Source: an optimization exercise on an open RTL-to-GDS flow (aim: a short achievable clock period and few clock cycles). Production flows keep margins and buffers that such runs may drop. In this exercise RTL edits were held to simulation tests only and were not proved equivalent to the original. Power figures rest on the tool's default switching activity, not on a simulated workload.

==> design.v <==
module rhp_codec (
    input  wire        clk,
    input  wire        rst,
    input  wire        reg_we,
    input  wire [7:0]  reg_addr,
    input  wire [31:0] reg_wdata,
    output reg  [31:0] reg_rdata,
    output wire        busy,
    output reg         tbuf_en,
    output reg         tbuf_we,
    output reg  [7:0]  tbuf_addr,
    output reg  [7:0]  tbuf_wdata,
    input  wire [7:0]  tbuf_rdata,
    output reg         mbuf_en,
    output reg         mbuf_we,
    output reg  [8:0]  mbuf_addr,
    output reg  [7:0]  mbuf_wdata,
    input  wire [7:0]  mbuf_rdata,
    output reg         fbuf_en,
    output reg         fbuf_we,
    output reg  [8:0]  fbuf_addr,
    output reg  [7:0]  fbuf_wdata,
    input  wire [7:0]  fbuf_rdata
);
    localparam [7:0] OP_NOP     = 8'h00;
    localparam [7:0] OP_CLRERR  = 8'h01;
    localparam [7:0] OP_CKSUM   = 8'h10;
    localparam [7:0] OP_CKCOMP  = 8'h11;
    localparam [7:0] OP_CKVER   = 8'h12;
    localparam [7:0] OP_MPACK   = 8'h20;
    localparam [7:0] OP_MPARSE  = 8'h21;
    localparam [7:0] OP_FPACKT  = 8'h30;
    localparam [7:0] OP_FPACKM  = 8'h31;
    localparam [7:0] OP_FPARSE  = 8'h32;
    localparam [7:0] OP_SRESET  = 8'hFF;
    localparam [7:0] E_ILLCMD    = 8'd1;
    localparam [7:0] E_LEN       = 8'd3;
    localparam [7:0] E_ODD       = 8'd4;
    localparam [7:0] E_FTYPE     = 8'd5;
    localparam [7:0] E_MTYPE     = 8'd6;
    localparam [7:0] E_UNTERM    = 8'd7;
    localparam [7:0] E_TOOLONG   = 8'd8;
    localparam [7:0] E_MALFORMED = 8'd9;
    localparam [1:0] BUF_T = 2'd0, BUF_M = 2'd1, BUF_F = 2'd2;
    localparam [4:0]
        S_IDLE     = 5'd0,
        S_DECODE   = 5'd1,
        S_CK_RD    = 5'd2,
        S_CK_USE   = 5'd3,
        S_SCAN_RD  = 5'd4,
        S_SCAN_USE = 5'd5,
        S_SCAN_END = 5'd6,
        S_MP_WR    = 5'd7,
        S_MP_TWR   = 5'd8,
        S_FP_WR    = 5'd9,
        S_FP_SWR   = 5'd10,
        S_FH_RD    = 5'd11,
        S_FH_USE   = 5'd12,
        S_FH_CHK   = 5'd13,
        S_IP_RD    = 5'd14,
        S_IP_USE   = 5'd15,
        S_IP_CHK   = 5'd16,
        S_FC_RD    = 5'd17,
        S_FC_USE   = 5'd18,
        S_COMMIT   = 5'd19,
        S_CP_RD    = 5'd20,
        S_CP_WR    = 5'd21;
    reg [7:0]  r_cmd;
    reg        st_err, st_esticky, st_ckok, st_pad;
    reg [7:0]  r_errcode, r_errinfo;
    reg [15:0] r_flen, r_mlen, r_tlen;
    reg [7:0]  r_ftype;
    reg [15:0] r_portid;
    reg [3:0]  r_mtype;
    reg [15:0] r_srcport, r_dstport;
    reg [31:0] r_ident;
    reg [15:0] r_ckres, r_flenc;
    reg [7:0]  r_pf_ver, r_pf_type, r_pf_len;
    reg [15:0] r_pf_port, r_pf_ck;
    reg [3:0]  r_pm_type;
    reg [13:0] r_pm_src, r_pm_dst;
    reg [31:0] r_pm_ident;
    reg [4:0]  state;
    reg [7:0]  op;
    reg [8:0]  idx;         
    reg [8:0]  lim;         
    reg [15:0] sum;         
    reg [7:0]  lo;          
    reg [8:0]  plen;        
    reg [8:0]  mlen_out;    
    reg [7:0]  fh [0:4];
    reg [7:0]  ib [0:7];
    reg [8:0]  in_n;        
    reg        in_frame;    
    reg [15:0] ck_rd;       
    reg [1:0]  cp_src;
    reg [8:0]  cp_saddr;
    reg [8:0]  cp_daddr;
    reg        cp_to_m, cp_to_t;
    reg [8:0]  cp_cnt;
    reg        cp_more;     
    assign busy = (state != S_IDLE);
    function [15:0] fold;
        input [15:0] s;
        input [15:0] w;
        reg   [16:0] t;
        begin
            t    = {1'b0, s} + {1'b0, w};
            fold = t[15:0] + {15'd0, t[16]};
        end
    endfunction
    always @(*) begin
        case (reg_addr)
            8'h00: reg_rdata = {24'd0, r_cmd};
            8'h01: reg_rdata = {28'd0, st_pad, st_ckok, st_esticky, st_err};
            8'h02: reg_rdata = {24'd0, r_errcode};
            8'h03: reg_rdata = {24'd0, r_errinfo};
            8'h04: reg_rdata = {16'd0, r_flen};
            8'h05: reg_rdata = {16'd0, r_mlen};
            8'h06: reg_rdata = {16'd0, r_tlen};
            8'h08: reg_rdata = {24'd0, r_ftype};
            8'h09: reg_rdata = {16'd0, r_portid};
            8'h0A: reg_rdata = {28'd0, r_mtype};
            8'h0B: reg_rdata = {16'd0, r_srcport};
            8'h0C: reg_rdata = {16'd0, r_dstport};
            8'h0D: reg_rdata = r_ident;
            8'h10: reg_rdata = {16'd0, r_ckres};
            8'h11: reg_rdata = {16'd0, r_flenc};
            8'h18: reg_rdata = {24'd0, r_pf_ver};
            8'h19: reg_rdata = {24'd0, r_pf_type};
            8'h1A: reg_rdata = {16'd0, r_pf_port};
            8'h1B: reg_rdata = {24'd0, r_pf_len};
            8'h1C: reg_rdata = {16'd0, r_pf_ck};
            8'h20: reg_rdata = {28'd0, r_pm_type};
            8'h21: reg_rdata = {18'd0, r_pm_src};
            8'h22: reg_rdata = {18'd0, r_pm_dst};
            8'h23: reg_rdata = r_pm_ident;
            default: reg_rdata = 32'd0;
        endcase
    end
    wire        fp_src_m   = (op == OP_FPACKM);
    wire        scan_src_m = (op == OP_FPACKM);
    wire [8:0]  scan_last  = scan_src_m ? 9'd260 : 9'd255;
    wire [7:0]  scan_byte  = scan_src_m ? mbuf_rdata : tbuf_rdata;
    wire [13:0] mp_s = r_srcport[13:0];
    wire [13:0] mp_d = r_dstport[13:0];
    wire [7:0]  mp_h0 = {mp_s[3:0], r_mtype};
    wire [7:0]  mp_h1 = mp_s[11:4];
    wire [7:0]  mp_h2 = {mp_d[5:0], mp_s[13:12]};
    wire [7:0]  mp_h3 = mp_d[13:6];
    reg [7:0] mp_byte;
    always @(*) begin
        case (idx)
            9'd0: mp_byte = mp_h0;
            9'd1: mp_byte = mp_h1;
            9'd2: mp_byte = mp_h2;
            9'd3: mp_byte = mp_h3;
            9'd4: mp_byte = (r_mtype == 4'd6) ? r_ident[31:24] : plen[7:0];
            9'd5: mp_byte = (r_mtype == 4'd6) ? r_ident[23:16] : 8'd0;
            9'd6: mp_byte = (r_mtype == 4'd6) ? r_ident[15:8]  : 8'd0;
            9'd7: mp_byte = (r_mtype == 4'd6) ? r_ident[7:0]   : 8'd0;
            default: mp_byte = 8'd0;
        endcase
        if (idx == mlen_out)
            mp_byte = 8'd0;
    end
    wire mp_from_t = (r_mtype == 4'd8) && (idx >= 9'd5) && (idx < mlen_out);
    wire        fp_pad    = ~plen[0];                  
    wire [8:0]  fp_n      = 9'd7 + plen + {8'd0, fp_pad};
    wire        fp_is_pay = (idx >= 9'd5) && (idx < 9'd5 + plen);
    wire [8:0]  fp_saddr  = (r_ftype == 8'd2) ? (plen + 9'd4 - idx) : (idx - 9'd5);
    wire [15:0] fp_ck     = ~sum;
    reg  [7:0]  fp_byte;
    always @(*) begin
        if (idx == fp_n - 9'd2)      fp_byte = fp_ck[7:0];
        else if (idx == fp_n - 9'd1) fp_byte = fp_ck[15:8];
        else begin
            case (idx)
                9'd0: fp_byte = 8'h05;
                9'd1: fp_byte = r_ftype;
                9'd2: fp_byte = r_portid[7:0];
                9'd3: fp_byte = r_portid[15:8];
                9'd4: fp_byte = plen[7:0];
                default: fp_byte = 8'h00;   
            endcase
        end
    end
    wire [7:0] fp_sbyte = fp_src_m ? mbuf_rdata : tbuf_rdata;
    wire [15:0] ck_final = fold(sum, {fbuf_rdata, lo});
    wire [3:0]  in_t   = ib[0][3:0];
    wire [13:0] in_src = {ib[2][1:0], ib[1], ib[0][7:4]};
    wire [13:0] in_dst = {ib[3], ib[2][7:2]};
    wire [7:0]  in_lm  = ib[4];
    wire [31:0] in_id  = {ib[7], ib[6], ib[5], ib[4]};
    wire [8:0]  in_cnt = (in_n > 9'd8) ? 9'd8 : in_n;    
    always @(*) begin
        tbuf_en = 1'b0; tbuf_we = 1'b0; tbuf_addr = 8'd0; tbuf_wdata = 8'd0;
        mbuf_en = 1'b0; mbuf_we = 1'b0; mbuf_addr = 9'd0; mbuf_wdata = 8'd0;
        fbuf_en = 1'b0; fbuf_we = 1'b0; fbuf_addr = 9'd0; fbuf_wdata = 8'd0;
        case (state)
            S_CK_RD, S_FH_RD: begin
                fbuf_en = 1'b1; fbuf_addr = idx;
            end
            S_FC_RD: begin
                fbuf_en = 1'b1; fbuf_addr = r_flen[8:0] - 9'd2 + idx;
            end
            S_SCAN_RD: begin
                if (scan_src_m) begin
                    mbuf_en = 1'b1; mbuf_addr = idx;
                end else begin
                    tbuf_en = 1'b1; tbuf_addr = idx[7:0];
                end
            end
            S_MP_WR: begin
                if (mp_from_t) begin
                    tbuf_en = 1'b1; tbuf_addr = plen[7:0] + 8'd4 - idx[7:0];
                end else begin
                    mbuf_en = 1'b1; mbuf_we = 1'b1; mbuf_addr = idx; mbuf_wdata = mp_byte;
                end
            end
            S_MP_TWR: begin
                mbuf_en = 1'b1; mbuf_we = 1'b1; mbuf_addr = idx; mbuf_wdata = tbuf_rdata;
            end
            S_FP_WR: begin
                if (fp_is_pay) begin
                    if (fp_src_m) begin
                        mbuf_en = 1'b1; mbuf_addr = fp_saddr;
                    end else begin
                        tbuf_en = 1'b1; tbuf_addr = fp_saddr[7:0];
                    end
                end else begin
                    fbuf_en = 1'b1; fbuf_we = 1'b1; fbuf_addr = idx; fbuf_wdata = fp_byte;
                end
            end
            S_FP_SWR: begin
                fbuf_en = 1'b1; fbuf_we = 1'b1; fbuf_addr = idx; fbuf_wdata = fp_sbyte;
            end
            S_IP_RD: begin
                if (in_frame) begin
                    fbuf_en = 1'b1; fbuf_addr = idx + 9'd5;
                end else begin
                    mbuf_en = 1'b1; mbuf_addr = idx;
                end
            end
            S_CP_RD: begin
                if (cp_src == BUF_F) begin
                    fbuf_en = 1'b1; fbuf_addr = cp_saddr;
                end else begin
                    mbuf_en = 1'b1; mbuf_addr = cp_saddr;
                end
            end
            S_CP_WR: begin
                if (cp_to_m) begin
                    mbuf_en = 1'b1; mbuf_we = 1'b1; mbuf_addr = cp_daddr;
                    mbuf_wdata = (cp_src == BUF_F) ? fbuf_rdata : mbuf_rdata;
                end
                if (cp_to_t) begin
                    tbuf_en = 1'b1; tbuf_we = 1'b1; tbuf_addr = cp_daddr[7:0];
                    tbuf_wdata = (cp_src == BUF_F) ? fbuf_rdata : mbuf_rdata;
                end
            end
            default: ;
        endcase
    end
    integer i;
    always @(posedge clk) begin
        if (rst) begin
            state      <= S_IDLE;
            r_cmd      <= 8'd0;
            st_err     <= 1'b0;
            st_esticky <= 1'b0;
            st_ckok    <= 1'b0;
            st_pad     <= 1'b0;
            r_errcode  <= 8'd0;
            r_errinfo  <= 8'd0;
            r_flen     <= 16'd0;
            r_mlen     <= 16'd0;
            r_tlen     <= 16'd0;
            r_ftype    <= 8'd0;
            r_portid   <= 16'd0;
            r_mtype    <= 4'd0;
            r_srcport  <= 16'd0;
            r_dstport  <= 16'd0;
            r_ident    <= 32'd0;
            r_ckres    <= 16'd0;
            r_flenc    <= 16'd0;
            r_pf_ver   <= 8'd0;
            r_pf_type  <= 8'd0;
            r_pf_port  <= 16'd0;
            r_pf_len   <= 8'd0;
            r_pf_ck    <= 16'd0;
            r_pm_type  <= 4'd0;
            r_pm_src   <= 14'd0;
            r_pm_dst   <= 14'd0;
            r_pm_ident <= 32'd0;
            op         <= 8'd0;
            idx        <= 9'd0;
            lim        <= 9'd0;
            sum        <= 16'd0;
            lo         <= 8'd0;
            plen       <= 9'd0;
            mlen_out   <= 9'd0;
            in_n       <= 9'd0;
            in_frame   <= 1'b0;
            ck_rd      <= 16'd0;
            cp_src     <= BUF_T;
            cp_saddr   <= 9'd0;
            cp_daddr   <= 9'd0;
            cp_to_m    <= 1'b0;
            cp_to_t    <= 1'b0;
            cp_cnt     <= 9'd0;
            cp_more    <= 1'b0;
            for (i = 0; i < 5; i = i + 1) fh[i] <= 8'd0;
            for (i = 0; i < 8; i = i + 1) ib[i] <= 8'd0;
        end else begin
            case (state)
                S_IDLE: begin
                    if (reg_we) begin
                        case (reg_addr)
                            8'h00: begin
                                r_cmd     <= reg_wdata[7:0];
                                op        <= reg_wdata[7:0];
                                st_err    <= 1'b0;
                                r_errcode <= 8'd0;
                                r_errinfo <= 8'd0;
                                state     <= S_DECODE;
                            end
                            8'h04: r_flen    <= reg_wdata[15:0];
                            8'h05: r_mlen    <= reg_wdata[15:0];
                            8'h08: r_ftype   <= reg_wdata[7:0];
                            8'h09: r_portid  <= reg_wdata[15:0];
                            8'h0A: r_mtype   <= reg_wdata[3:0];
                            8'h0B: r_srcport <= reg_wdata[15:0];
                            8'h0C: r_dstport <= reg_wdata[15:0];
                            8'h0D: r_ident   <= reg_wdata;
                            default: ;
                        endcase
                    end
                end
                S_DECODE: begin
                    idx   <= 9'd0;
                    sum   <= 16'd0;
                    lo    <= 8'd0;
                    state <= S_IDLE;
                    case (op)
                        OP_NOP: ;
                        OP_CLRERR: st_esticky <= 1'b0;
                        OP_SRESET: begin
                            r_cmd      <= 8'd0;
                            st_err     <= 1'b0;
                            st_esticky <= 1'b0;
                            st_ckok    <= 1'b0;
                            st_pad     <= 1'b0;
                            r_errcode  <= 8'd0;
                            r_errinfo  <= 8'd0;
                            r_flen     <= 16'd0;
                            r_mlen     <= 16'd0;
                            r_tlen     <= 16'd0;
                            r_ftype    <= 8'd0;
                            r_portid   <= 16'd0;
                            r_mtype    <= 4'd0;
                            r_srcport  <= 16'd0;
                            r_dstport  <= 16'd0;
                            r_ident    <= 32'd0;
                            r_ckres    <= 16'd0;
                            r_flenc    <= 16'd0;
                            r_pf_ver   <= 8'd0;
                            r_pf_type  <= 8'd0;
                            r_pf_port  <= 16'd0;
                            r_pf_len   <= 8'd0;
                            r_pf_ck    <= 16'd0;
                            r_pm_type  <= 4'd0;
                            r_pm_src   <= 14'd0;
                            r_pm_dst   <= 14'd0;
                            r_pm_ident <= 32'd0;
                        end
                        OP_CKSUM, OP_CKCOMP, OP_CKVER: begin
                            if (r_flen > 16'd262)
                                begin st_err <= 1'b1; st_esticky <= 1'b1; r_errcode <= E_LEN; r_errinfo <= 8'd0; state <= S_IDLE; end
                            else if (r_flen[0])
                                begin st_err <= 1'b1; st_esticky <= 1'b1; r_errcode <= E_ODD; r_errinfo <= 8'd0; state <= S_IDLE; end
                            else if (r_flen == 16'd0) begin
                                r_ckres <= (op == OP_CKCOMP) ? 16'hFFFF : 16'd0;
                                if (op == OP_CKVER)
                                    st_ckok <= 1'b0;
                            end
                            else begin
                                lim   <= r_flen[8:0];
                                state <= S_CK_RD;
                            end
                        end
                        OP_MPACK: begin
                            if (r_mtype != 4'd2 && r_mtype != 4'd4 &&
                                r_mtype != 4'd6 && r_mtype != 4'd8)
                                begin st_err <= 1'b1; st_esticky <= 1'b1; r_errcode <= E_MTYPE; r_errinfo <= 8'd0; state <= S_IDLE; end
                            else if (r_mtype == 4'd8)
                                state <= S_SCAN_RD;
                            else begin
                                mlen_out <= (r_mtype == 4'd6) ? 9'd8 : 9'd4;
                                state    <= S_MP_WR;
                            end
                        end
                        OP_MPARSE: begin
                            if (r_mlen > 16'd261)
                                begin st_err <= 1'b1; st_esticky <= 1'b1; r_errcode <= E_LEN; r_errinfo <= 8'd0; state <= S_IDLE; end
                            else if (r_mlen < 16'd4)
                                begin st_err <= 1'b1; st_esticky <= 1'b1; r_errcode <= E_MALFORMED; r_errinfo <= 8'd5; state <= S_IDLE; end
                            else begin
                                in_n     <= r_mlen[8:0];
                                in_frame <= 1'b0;
                                state    <= S_IP_RD;
                            end
                        end
                        OP_FPACKT, OP_FPACKM: begin
                            if (r_ftype != 8'd2 && r_ftype != 8'd8)
                                begin st_err <= 1'b1; st_esticky <= 1'b1; r_errcode <= E_FTYPE; r_errinfo <= 8'd0; state <= S_IDLE; end
                            else
                                state <= S_SCAN_RD;
                        end
                        OP_FPARSE: begin
                            if (r_flen > 16'd262)
                                begin st_err <= 1'b1; st_esticky <= 1'b1; r_errcode <= E_LEN; r_errinfo <= 8'd0; state <= S_IDLE; end
                            else if (r_flen < 16'd5)
                                begin st_err <= 1'b1; st_esticky <= 1'b1; r_errcode <= E_MALFORMED; r_errinfo <= 8'd1; state <= S_IDLE; end
                            else
                                state <= S_FH_RD;
                        end
                        default: begin st_err <= 1'b1; st_esticky <= 1'b1; r_errcode <= E_ILLCMD; r_errinfo <= 8'd0; state <= S_IDLE; end
                    endcase
                end
                S_CK_RD: state <= S_CK_USE;
                S_CK_USE: begin
                    if (!idx[0])
                        lo <= fbuf_rdata;
                    else
                        sum <= fold(sum, {fbuf_rdata, lo});
                    if (idx == lim - 9'd1) begin
                        r_ckres <= (op == OP_CKCOMP) ? ~ck_final : ck_final;
                        if (op == OP_CKVER)
                            st_ckok <= (ck_final == 16'hFFFF);
                        state <= S_IDLE;
                    end else begin
                        idx   <= idx + 9'd1;
                        state <= S_CK_RD;
                    end
                end
                S_SCAN_RD: state <= S_SCAN_USE;
                S_SCAN_USE: begin
                    if (scan_byte == 8'd0) begin
                        state <= S_SCAN_END;
                    end else if (idx == scan_last) begin
                        begin st_err <= 1'b1; st_esticky <= 1'b1; r_errcode <= E_UNTERM; r_errinfo <= 8'd0; state <= S_IDLE; end
                    end else begin
                        idx   <= idx + 9'd1;
                        state <= S_SCAN_RD;
                    end
                end
                S_SCAN_END: begin
                    if (op == OP_MPACK) begin
                        if (idx + 9'd1 > 9'd255)
                            begin st_err <= 1'b1; st_esticky <= 1'b1; r_errcode <= E_TOOLONG; r_errinfo <= 8'd0; state <= S_IDLE; end
                        else begin
                            plen     <= idx + 9'd1;
                            mlen_out <= idx + 9'd6;
                            idx      <= 9'd0;
                            state    <= S_MP_WR;
                        end
                    end else begin
                        if (idx + ((r_ftype == 8'd2) ? 9'd1 : 9'd0) > 9'd255)
                            begin st_err <= 1'b1; st_esticky <= 1'b1; r_errcode <= E_TOOLONG; r_errinfo <= 8'd0; state <= S_IDLE; end
                        else begin
                            plen  <= idx + ((r_ftype == 8'd2) ? 9'd1 : 9'd0);
                            idx   <= 9'd0;
                            sum   <= 16'd0;
                            state <= S_FP_WR;
                        end
                    end
                end
                S_MP_WR: begin
                    if (mp_from_t) begin
                        state <= S_MP_TWR;
                    end else if (idx == mlen_out) begin
                        r_mlen <= {7'd0, mlen_out};
                        state  <= S_IDLE;
                    end else begin
                        idx <= idx + 9'd1;
                    end
                end
                S_MP_TWR: begin
                    idx   <= idx + 9'd1;
                    state <= S_MP_WR;
                end
                S_FP_WR: begin
                    if (fp_is_pay) begin
                        state <= S_FP_SWR;
                    end else begin
                        if (idx < fp_n - 9'd2) begin
                            if (!idx[0]) lo  <= fp_byte;
                            else         sum <= fold(sum, {fp_byte, lo});
                        end
                        if (idx == fp_n - 9'd1) begin
                            r_flen  <= {7'd0, fp_n};
                            r_flenc <= {7'd0, plen} + 16'd7;
                            st_pad  <= fp_pad;
                            state   <= S_IDLE;
                        end else begin
                            idx <= idx + 9'd1;
                        end
                    end
                end
                S_FP_SWR: begin
                    if (!idx[0]) lo  <= fp_sbyte;
                    else         sum <= fold(sum, {fp_sbyte, lo});
                    idx   <= idx + 9'd1;
                    state <= S_FP_WR;
                end
                S_FH_RD: state <= S_FH_USE;
                S_FH_USE: begin
                    fh[idx[2:0]] <= fbuf_rdata;
                    if (idx == 9'd4)
                        state <= S_FH_CHK;
                    else begin
                        idx   <= idx + 9'd1;
                        state <= S_FH_RD;
                    end
                end
                S_FH_CHK: begin
                    idx <= 9'd0;
                    if (r_flen < 16'd5 + {8'd0, fh[4]})
                        begin st_err <= 1'b1; st_esticky <= 1'b1; r_errcode <= E_MALFORMED; r_errinfo <= 8'd2; state <= S_IDLE; end
                    else if (r_flen < 16'd7 + {8'd0, fh[4]})
                        begin st_err <= 1'b1; st_esticky <= 1'b1; r_errcode <= E_MALFORMED; r_errinfo <= 8'd3; state <= S_IDLE; end
                    else if (fh[1] != 8'd2 && fh[1] != 8'd8)
                        begin st_err <= 1'b1; st_esticky <= 1'b1; r_errcode <= E_MALFORMED; r_errinfo <= 8'd4; state <= S_IDLE; end
                    else if (fh[1] == 8'd8) begin
                        if (fh[4] < 8'd4)
                            begin st_err <= 1'b1; st_esticky <= 1'b1; r_errcode <= E_MALFORMED; r_errinfo <= 8'd5; state <= S_IDLE; end
                        else begin
                            in_n     <= {1'b0, fh[4]};
                            in_frame <= 1'b1;
                            state    <= S_IP_RD;
                        end
                    end else begin
                        state <= S_FC_RD;
                    end
                end
                S_IP_RD: state <= S_IP_USE;
                S_IP_USE: begin
                    ib[idx[2:0]] <= in_frame ? fbuf_rdata : mbuf_rdata;
                    if (idx == in_cnt - 9'd1)
                        state <= S_IP_CHK;
                    else begin
                        idx   <= idx + 9'd1;
                        state <= S_IP_RD;
                    end
                end
                S_IP_CHK: begin
                    idx <= 9'd0;
                    if (in_t != 4'd2 && in_t != 4'd4 && in_t != 4'd6 && in_t != 4'd8)
                        begin st_err <= 1'b1; st_esticky <= 1'b1; r_errcode <= E_MALFORMED; r_errinfo <= 8'd7; state <= S_IDLE; end
                    else if (in_t == 4'd8 && (in_n < 9'd5 || in_n < 9'd5 + {1'b0, in_lm}))
                        begin st_err <= 1'b1; st_esticky <= 1'b1; r_errcode <= E_MALFORMED; r_errinfo <= 8'd6; state <= S_IDLE; end
                    else if (in_t == 4'd6 && in_n < 9'd8)
                        begin st_err <= 1'b1; st_esticky <= 1'b1; r_errcode <= E_MALFORMED; r_errinfo <= 8'd6; state <= S_IDLE; end
                    else if (in_frame)
                        state <= S_FC_RD;
                    else
                        state <= S_COMMIT;
                end
                S_FC_RD: state <= S_FC_USE;
                S_FC_USE: begin
                    if (idx == 9'd0) begin
                        ck_rd[7:0] <= fbuf_rdata;
                        idx        <= 9'd1;
                        state      <= S_FC_RD;
                    end else begin
                        ck_rd[15:8] <= fbuf_rdata;
                        state       <= S_COMMIT;
                    end
                end
                S_COMMIT: begin
                    cp_more <= 1'b0;
                    state   <= S_IDLE;
                    if (op == OP_MPARSE) begin
                        r_pm_type  <= in_t;
                        r_pm_src   <= in_src;
                        r_pm_dst   <= in_dst;
                        r_pm_ident <= (in_t == 4'd6) ? in_id : 32'd0;
                        r_tlen     <= (in_t == 4'd8) ? {8'd0, in_lm} : 16'd0;
                        if (in_t == 4'd8 && in_lm != 8'd0) begin
                            cp_src   <= BUF_M;
                            cp_saddr <= 9'd5;
                            cp_daddr <= 9'd0;
                            cp_to_m  <= 1'b0;
                            cp_to_t  <= 1'b1;
                            cp_cnt   <= {1'b0, in_lm};
                            state    <= S_CP_RD;
                        end
                    end else begin
                        r_pf_ver  <= fh[0];
                        r_pf_type <= fh[1];
                        r_pf_port <= {fh[3], fh[2]};
                        r_pf_len  <= fh[4];
                        r_pf_ck   <= ck_rd;
                        r_mlen    <= {8'd0, fh[4]};
                        if (fh[1] == 8'd2) begin
                            r_pm_type  <= 4'd0;
                            r_pm_src   <= 14'd0;
                            r_pm_dst   <= 14'd0;
                            r_pm_ident <= 32'd0;
                            r_tlen     <= {8'd0, fh[4]};
                        end else begin
                            r_pm_type  <= in_t;
                            r_pm_src   <= in_src;
                            r_pm_dst   <= in_dst;
                            r_pm_ident <= (in_t == 4'd6) ? in_id : 32'd0;
                            r_tlen     <= (in_t == 4'd8) ? {8'd0, in_lm} : 16'd0;
                            cp_more    <= (in_t == 4'd8) && (in_lm != 8'd0);
                        end
                        if (fh[4] != 8'd0) begin
                            cp_src   <= BUF_F;
                            cp_saddr <= 9'd5;
                            cp_daddr <= 9'd0;
                            cp_to_m  <= 1'b1;
                            cp_to_t  <= (fh[1] == 8'd2);
                            cp_cnt   <= {1'b0, fh[4]};
                            state    <= S_CP_RD;
                        end
                    end
                end
                S_CP_RD: state <= S_CP_WR;
                S_CP_WR: begin
                    cp_saddr <= cp_saddr + 9'd1;
                    cp_daddr <= cp_daddr + 9'd1;
                    cp_cnt   <= cp_cnt - 9'd1;
                    if (cp_cnt == 9'd1) begin
                        if (cp_more) begin
                            cp_more  <= 1'b0;
                            cp_src   <= BUF_F;
                            cp_saddr <= 9'd10;
                            cp_daddr <= 9'd0;
                            cp_to_m  <= 1'b0;
                            cp_to_t  <= 1'b1;
                            cp_cnt   <= {1'b0, in_lm};
                            state    <= S_CP_RD;
                        end else begin
                            state <= S_IDLE;
                        end
                    end else begin
                        state <= S_CP_RD;
                    end
                end
                default: state <= S_IDLE;
            endcase
        end
    end
endmodule
==> run.sh <==
#!/bin/bash
# synth_recipe.tcl (not shown) runs the flow's synth.tcl, then flattens the netlist and writes it again
# the make line also repeats each setting of config.mk as NAME=value (left out here)
make -C /OpenROAD-flow-scripts/flow DESIGN_CONFIG=/design/flow/config.mk WORK_HOME=/design/flow/orfs CLKGATE_MAP_FILE= SYNTH_SCRIPT=/design/flow/synth_recipe.tcl finish
==> config.mk <==
export PLATFORM = sky130hd
export DESIGN_NAME = rhp_codec
export DESIGN_NICKNAME = rhp_codec
export VERILOG_FILES = /design/flow/design.v
export SDC_FILE = /design/flow/constraint.sdc
export NUM_CORES = 4
export LEC_CHECK = 0
export CAP_MARGIN = 20
export CORE_MARGIN = 2
export CORE_UTILIZATION = 40
export SLEW_MARGIN = 20
==> constraint.sdc <==
create_clock -name core_clock -period 10.0 [get_ports {clk}]
set_input_delay 2.0000 -clock core_clock [delete_from_list [all_inputs] [get_ports {clk}]]
set_output_delay 2.0000 -clock core_clock [all_outputs]
set_load 0.01 [all_outputs]
==> results.txt <==
[per-layer routing]
layer,vias up,share of wire,routed length [um],track usage
met5,-,0.0010,152,0
met4,10,0.061,8969,0.1746
met3,437,0.12,17300,0.07891
met2,2029,0.42,62280,0.5052
met1,16038,0.40,59210,0.4662
li1,14795,-,-,-
[Yosys cell counts, types with 25 or more instances]
master	number	area, um^2
a211oi_1	50	375.4
a21o_1	25	187.7
a21oi_1	352	1762
a221oi_1	32	280.3
a222oi_1	73	730.7
a22o_1	29	254.0
a22oi_1	162	1216
a31oi_1	27	168.9
and2_1	31	193.9
and3_1	53	331.6
buf_1	26	97.59
clkbuf_1	219	822.0
dfxtp_1	426	8528
edfxtp_1	104	3123
ha_1	165	2064
inv_1	97	364.1
mux2i_1	86	860.8
nand2_1	402	1509
nand2b_1	28	175.2
nand3_1	179	895.9
nand4_1	39	244.0
nor2_1	625	2346
nor3_1	83	415.4
nor4_1	37	231.5
o211ai_1	26	195.2
o21a_1	28	210.2
o21ai_0	137	685.7
or3_1	28	175.2
xnor2_1	98	858.3
xor2_1	87	762.0
[cell type report]
cell class,instances,area (um^2)
Antenna cell,2,5.005
Tap cell,1060,1326
Multi-Input combinational cell,3133,19490
Clock buffer,75,1659
Timing Repair Buffer,244,2241
Sequential cell,530,11650
Fill cell,8043,43110
Inverter,106,399.1
Clock inverter,39,538.0
[cells in the final DEF, fill, tap and decap left out, types with 104 or more instances in the layout]
| cell type | n |
|---|---|
| a22oi_1 | 162 |
| o21ai_0 | 133 |
| clkdlybuf4s50_1 | 154 |
| dfxtp_1 | 425 |
| nand3_1 | 179 |
| nor2_1 | 620 |
| edfxtp_1 | 104 |
| ha_1 | 165 |
| nand2_1 | 400 |
| a21oi_1 | 351 |
[worst paths after layout]
check | slack (ps) | startpoint | endpoint | cells after the start
worst max-delay path | 1970 | plen[2]$_SDFFE_PP0P_ | sum[14]$_SDFFE_PP0P_ | 31
worst max register to register | 1970 | plen[2]$_SDFFE_PP0P_ | sum[14]$_SDFFE_PP0P_ | 31
worst min register to register | 450 | ck_rd[7]$_SDFFE_PP0P_ | r_pf_ck[7]$_SDFFE_PP0P_ | 2
worst min-delay path | 450 | ck_rd[7]$_SDFFE_PP0P_ | r_pf_ck[7]$_SDFFE_PP0P_ | 2
[registers in the layout, summed over array words and instances, names as in the netlist, 14 cells and up]
| name | count |
|---|---|
| r_ident | 32 |
| r_dstport | 16 |
| ib | 64 |
| r_pm_ident | 32 |
| sum | 16 |
| r_pf_ck | 16 |
| r_pf_port | 16 |
| r_portid | 16 |
| r_srcport | 16 |
| r_flen | 16 |
| r_mlen | 16 |
| r_ckres | 16 |
| r_pm_src | 14 |
| fh | 40 |
| r_pm_dst | 14 |
| ck_rd | 16 |
[where the power goes]
group | internal (uW) | switching (uW)
logic | 261 | 579
registers | 2230 | 108
clock network | 1450 | 1020
total | 3940 | 1710
[stage by stage]
step             util  total power [uW]  cells
6_report       0.4639              5647   5189
3_5_place_dp   0.4362              3187   5072
3_3_place_gp   0.4362              3184   5072
4_1_cts        0.4635              5617   5186
2_1_floorplan       -              2834   4043
5_1_grt        0.4639              5787   5187
[critical path, delay by kind of cell, from the launching register on]
family / cells / cell delay [ps]
AO/OA/AOI/OAI: 16 / 3040
XOR/XNOR: 1 / 120
adder cells (fa/ha/maj): 4 / 1160
buffers and inverters: 2 / 370
flip-flops: 1 / 600
AND/OR/NAND/NOR: 8 / 2550
[cell families (layout without fill, tap and decap cells)]
kind of cell               after synthesis  in the layout  synth area share
and+or+nand+nor                       1608           1608            0.2277
AOI/OAI and AO/OA                     1077           1077            0.2224
DFF                                    530            530            0.3592
buffers and inverters                  380            464           0.04552
xor gates and xnor gates               185            185           0.04996
adders and majority gates              168            168           0.06551
muxes                                   95             95           0.02967
other                                    0              2                 0
==> key figures <==
STA
  • Tmin final: 8027 ps
  • Period utilization: 0.8027
  • Endpoints failing hold: 0
  • Slew headroom: 0.1558
  • Fmax: 124.6 MHz
  • Max-slew violation count: 0
  • RSZ-0062 raised after global routing: no
  • Worst slew pin tran: 1256 ps
  • Setup Skew: 47.04 ps
  • Min Hold Slack: 452.7 ps
  • Final setup viols: 0
  • Setup TNS: 0 ps
  • Setup slack after layout: between 1500 and 2000 ps

Clock network
  • Worst-Skew Late Latency: 670 ps
  • TritonCTS clock tree: done
  • Root Driver: clkbuf_16
  • Clk buf depth: 3
  • CTS buffer count: 60
  • Clock Pin Slew Worst Setup and Hold Paths: 60 ps
  • Post-CTS Setup Repair Bufs: 0
  • CTS Sinks: 530
  • H-tree depth: 2
  • Post-cts resize count: 0
  • Hold buffers post-CTS: 0

Worst setup path
  • Crit-path slowest cell: or4_1
  • CP startpoint kind: register
  • CP Data Arrival Time: 8530 ps
  • Endpoint type of the worst setup path: register
  • Critical Path RT: 10510 ps
  • Setup CP Type: reg2reg
  • Crit Path Max Fanout: 13
  • Max stage delay on crit path: 770 ps

Die
  • Full die area: around 83000 um^2
  • Core area: 80420 um^2
  • IO Pins: ~160
  • Effective utilization at floorplan: 0.4033
  • Chip Width: 288.7 um
  • DIE HEIGHT: 288.7 um
  • Row count: 104

Placed design
  • Dpl hpwl: 108000 um
  • Last weighted congestion value of the routability-driven placer: ~1.1
  • Worst slack, placed: roughly 2300 ps
  • Dpl cell area: 35080 um^2
  • PortBufs: 155

Final layout
  • Fin nets: 4310
  • Area growth syn-to-layout: 15.03%
  • Design area: 37310 um^2
  • Share of layout cells above drive strength 1: 0.06954

Yosys
  • Post-synthesis sequential area ratio: 0.3592
  • Mapped Nets: 4278
  • YS warnings: 1
  • Post-synth EDFFs: 104
  • Post-synth ARST share: 0
  • Yosys reg bits: 530
  • Average size of a mapped cell: roughly 8 um^2
  • Cell count after synthesis: 4043
  • Library cells used by synthesis: 97
  • Post-synth top flop: dfxtp_1
  • Synthesized cell area: around 32000 um^2

Status
  • Status: no timing/DRC/antenna violations

Hold path
  • Hold WC Path Type: reg2reg

Power
  • Peak VDD IR: 0.1469 mV
  • P_leak: 0.01381 uW
  • Pwr dens: 151.4 nW/um^2

GRT
  • Global route overflow: 0
  • Global-route usage over all layers: 0.3423
  • Largest net degree at the start of global routing: between 150 and 200
  • Vias in the first global route: 29429
  • Global-route wire length before repair: ~210000 um
  • Initial antenna violation count: 8

Drt
  • Vias: 33309
  • Per-cell routed wire length: 28.50 um
  • DRC Markers: 0
  • Starting DRC count in detailed routing: about 4900
  • Post-route antenna net violation count: 0
  • Final WL: 147900 um
  • First-pass DRT Iterations: 12
  • Vias per cell: 6.419

Job
  • Max Cap Viol: 0
Testbench counts, summed over its fixed seeds: cycles 726,647.

## port drivers added, routing unchanged
How much do the figures lean on ideal ports? The routed layout below was timed once more, with nothing changed but the port constraints.
Step 1, drivers: a clkbuf_16 drives clk and a buf_2 each remaining input, both assumed.
Step 2 times the ports against the registers' clock, not the clock port: input delays grow and output delays shrink by t, the midpoint of the rising clock arrivals with the driver on.
Three values: ideal, step 1, step 2; two values: the first two.
t, ns: 0.722
slack for setup (ns): 1.973 / 1.961 / 1.973
hold WS [ns]: 0.453 / 0.453 / 0.453
cell pins on the clock port's net: 1
After both steps setup and hold are still met in this run. For this run, drivers alone change the setup slack by -0.012 ns; drivers and shift together by 0.000 ns.
